This design comes from an exercise in tuning for small area on the open sky130 flow, not from production work. Function was checked by simulation only, so behaviour that the tests miss may differ from the original. Power and IR drop assume default switching activity.

Setup of alpha:
// ppm_core
module ppm_core (
    input  wire         clk,
    input  wire         rst,             
    input  wire         dec_reset,       
    input  wire         dec_ready,       
    input  wire         dec_kick,        
    input  wire         ppm_in,          
    input  wire         dec_msg_valid,   
    input  wire [31:0]  dec_msg_src,
    output wire         dec_msg_ready,
    output wire         dec_out_valid,   
    output wire [31:0]  dec_out_dst,
    output wire [191:0] dec_out_data,
    input  wire         dec_out_pop,
    output wire         dec_malformed,
    input  wire         enc_reset,       
    input  wire         enc_ready,       
    input  wire         enc_kick,        
    input  wire         enc_msg_valid,   
    input  wire [8:0]   enc_msg_len,
    input  wire [191:0] enc_msg_data,
    output wire         enc_msg_ready,
    output wire         ppm_out          
);
Settings: LEC_CHECK=0, CAP_MARGIN=20, CORE_MARGIN=2, CORE_UTILIZATION=40, SLEW_MARGIN=20; clock period 20.0 ns.
run.sh (not shown) runs the stock make flow with config.mk's settings and CLKGATE_MAP_FILE= SYNTH_SCRIPT=/design/flow/synth_recipe.tcl, a recipe that flattens the netlist after the stock synthesis.
alpha | status: complete | timing, DRC, antenna: pass
> inputs changed (alpha -> beta)
-- flow/design.v --
<<< alpha, line 25
    reg        last;
    reg [3:0]  idx;
    reg [119:0] frame;            
    reg [31:0] in_src;            
    reg [2:0]  in_cnt;
>>> beta, line 25
    reg        last;
    reg [3:0]  idx;
    reg [9:0]  frame [0:11];
    reg [31:0] peer;
    reg [31:0] in_src;            
    reg [2:0]  in_cnt;
<<< alpha, line 45
                          (q > 11'd2000) ? 10'd976  : q[9:0];
    wire        service  = run & kick;
    wire [119:0] frame_nx;
    genvar g;
    generate
        for (g = 0; g < 12; g = g + 1) begin : g_pack
            wire st = run & is_chan & (idx_w == g);
            assign frame_nx[10*g +: 10] =
                ({10{st}} & width_w) | ({10{~st}} & frame[10*g +: 10]);
        end
    endgenerate
>>> beta, line 46
                          (q > 11'd2000) ? 10'd976  : q[9:0];
    wire        service  = run & kick;
    wire [31:0] peer_new = (in_cnt != 3'd0) ? in_src : peer;
    wire [119:0] reply_w;
    genvar g;
    generate
        for (g = 0; g < 12; g = g + 1) begin : g_pack
            assign reply_w[10*g +: 10] =
                (run && is_chan && idx_w == g) ? width_w : frame[g];
        end
    endgenerate
<<< alpha, line 70
    wire       accept_msg  = msg_valid && msg_ready;
    wire [2:0] in_cnt_left = service ? 3'd0 : in_cnt;
    always @(posedge clk) begin
        if (rst) begin
>>> beta, line 71
    wire       accept_msg  = msg_valid && msg_ready;
    wire [2:0] in_cnt_left = service ? 3'd0 : in_cnt;
    integer i;
    always @(posedge clk) begin
        if (rst) begin
<<< alpha, line 79
            last      <= 1'b0;
            idx       <= 4'd0;
            in_src    <= 32'd0;
            malformed <= 1'b0;
            in_cnt    <= 3'd0;
            out_head  <= 2'd0;
            out_cnt   <= 3'd0;
            frame     <= {12{10'd1000}};
        end else begin
            frame <= frame_nx;
            malformed <= 1'b0;
            if (!run) begin
>>> beta, line 81
            last      <= 1'b0;
            idx       <= 4'd0;
            peer      <= 32'd0;
            malformed <= 1'b0;
            in_cnt    <= 3'd0;
            out_head  <= 2'd0;
            out_cnt   <= 3'd0;
            for (i = 0; i < 12; i = i + 1)
                frame[i] <= 10'd1000;
        end else begin
            malformed <= 1'b0;
            if (!run) begin
<<< alpha, line 97
                if (is_gap)
                    idx <= 4'd0;
                else if (is_chan)
                    idx <= idx_w + 4'd1;
                else
                    idx <= idx_w;
                if (is_long)
                    malformed <= 1'b1;
                last <= pin;
                if (service)
                    kick <= 1'b0;
                if (edge_seen) begin
                    r <= 4'd1;
>>> beta, line 99
                if (is_gap)
                    idx <= 4'd0;
                else if (is_chan) begin
                    frame[idx_w] <= width_w;
                    idx <= idx_w + 4'd1;
                end else
                    idx <= idx_w;
                if (is_long)
                    malformed <= 1'b1;
                last <= pin;
                if (service) begin
                    kick <= 1'b0;
                    peer <= peer_new;
                end
                if (edge_seen) begin
                    r <= 4'd1;
<<< alpha, line 124
            in_cnt <= in_cnt_left + {2'b00, accept_msg};
            if (push_reply) begin
                outq_dst[out_tail]  <= in_src;
                outq_data[out_tail] <= frame_nx;
            end
            if (pop_reply)
>>> beta, line 129
            in_cnt <= in_cnt_left + {2'b00, accept_msg};
            if (push_reply) begin
                outq_dst[out_tail]  <= peer_new;
                outq_data[out_tail] <= reply_w;
            end
            if (pop_reply)
<<< alpha, line 156
    reg [14:0] fq;                
    reg [10:0] c;
    reg [9:0]  frame [0:11];      
    reg        fdef;              
    reg [9:0]  upd [0:11];        
    reg        upd_v;
>>> beta, line 161
    reg [14:0] fq;                
    reg [10:0] c;
    reg [9:0]  frame [0:11];
    reg [9:0]  upd [0:11];        
    reg        upd_v;
<<< alpha, line 166
    wire        on_phase = phase ? (fr == 4'd9) : (fr == 4'd0);
    wire        hit      = wait_pad ? f_end : (on_phase & (c == 11'd301));
    wire [9:0]  ch_w  = fdef ? 10'd1000 : frame[idx];
    wire [10:0] ch_v  = {~(ch_w[9:5] == 5'b11111 && ch_w[4:3] != 2'b00), ch_w};
    wire service = run & kick;
>>> beta, line 170
    wire        on_phase = phase ? (fr == 4'd9) : (fr == 4'd0);
    wire        hit      = wait_pad ? f_end : (on_phase & (c == 11'd301));
    wire [9:0]  ch_w  = frame[idx];
    wire [10:0] ch_v  = {~(ch_w[9:5] == 5'b11111 && ch_w[4:3] != 2'b00), ch_w};
    wire service = run & kick;
<<< alpha, line 183
    endgenerate
    integer i;
    always @(posedge clk)
        if (!rst && service && upd_v)
            for (i = 0; i < 12; i = i + 1)
                frame[i] <= upd[i];
    always @(posedge clk) begin
        if (rst) begin
>>> beta, line 187
    endgenerate
    integer i;
    always @(posedge clk) begin
        if (rst) begin
<<< alpha, line 200
            upd_v    <= 1'b0;
            in_cnt   <= 3'd0;
            fdef     <= 1'b1;
        end else begin
            if (!run) begin
>>> beta, line 200
            upd_v    <= 1'b0;
            in_cnt   <= 3'd0;
            for (i = 0; i < 12; i = i + 1)
                frame[i] <= 10'd1000;
        end else begin
            if (!run) begin
<<< alpha, line 232
                    kick <= 1'b0;
                    if (upd_v)
                        fdef <= 1'b0;
                end
            end
>>> beta, line 233
                    kick <= 1'b0;
                    if (upd_v)
                        for (i = 0; i < 12; i = i + 1)
                            frame[i] <= upd[i];
                end
            end
Results
Relative to alpha, the final cell area reported for beta is higher. beta ends up with higher amount of wire on met3 after detailed routing than alpha does. beta reached the end of the flow, and the finished layout is clean on the timing, DRC and antenna checks. The flow did not stop early for alpha: all stages ran, and the layout cleared the timing, DRC and antenna checks. Diff alpha..beta | number of routed nets with antenna violations | unchanged. beta vs. alpha: maximum cell stage delay along the critical path went up by 0.05 ns. Delta (beta minus alpha): combinational power shows an increase of 31%, area growth from synthesis to layout shows a reduction of 1.5 points, utilization shows a reduction of 1.0 points, sequential power shows an increase of about 4%, flip-flop and latch count after synthesis shows an increase of 31.

[separate check: timing with driven ports]
The flow's constraints put no driver on any port. The routed layouts listed below were extracted and timed again, unchanged, in two steps. Step 1 sets driving cells, clkbuf_16 on the clock port and buf_2 on the other inputs (assumed; they add their load-dependent delay and slew). Step 2 times the ports against the registers' clock, not the clock port: input delays grow and output delays shrink by t, the midpoint of the rising clock arrivals with the driver on. Three values: ideal, step 1, step 2; two values: the first two.
| run | shift t [ns] | setup WS [ns] | worst setup path at the end | worst register clock-pin slew, ns | cell pins on the clock port's net |
|---|---|---|---|---|---|
| alpha | 0.760 | 11.489 / 11.417 / 11.629 | input to register | 0.07 / 0.07 | 1 |
| beta | 0.748 | 11.397 / 11.333 / 12.081 | register to output | 0.07 / 0.07 | 1 |
After both steps every run listed still meets setup and hold.
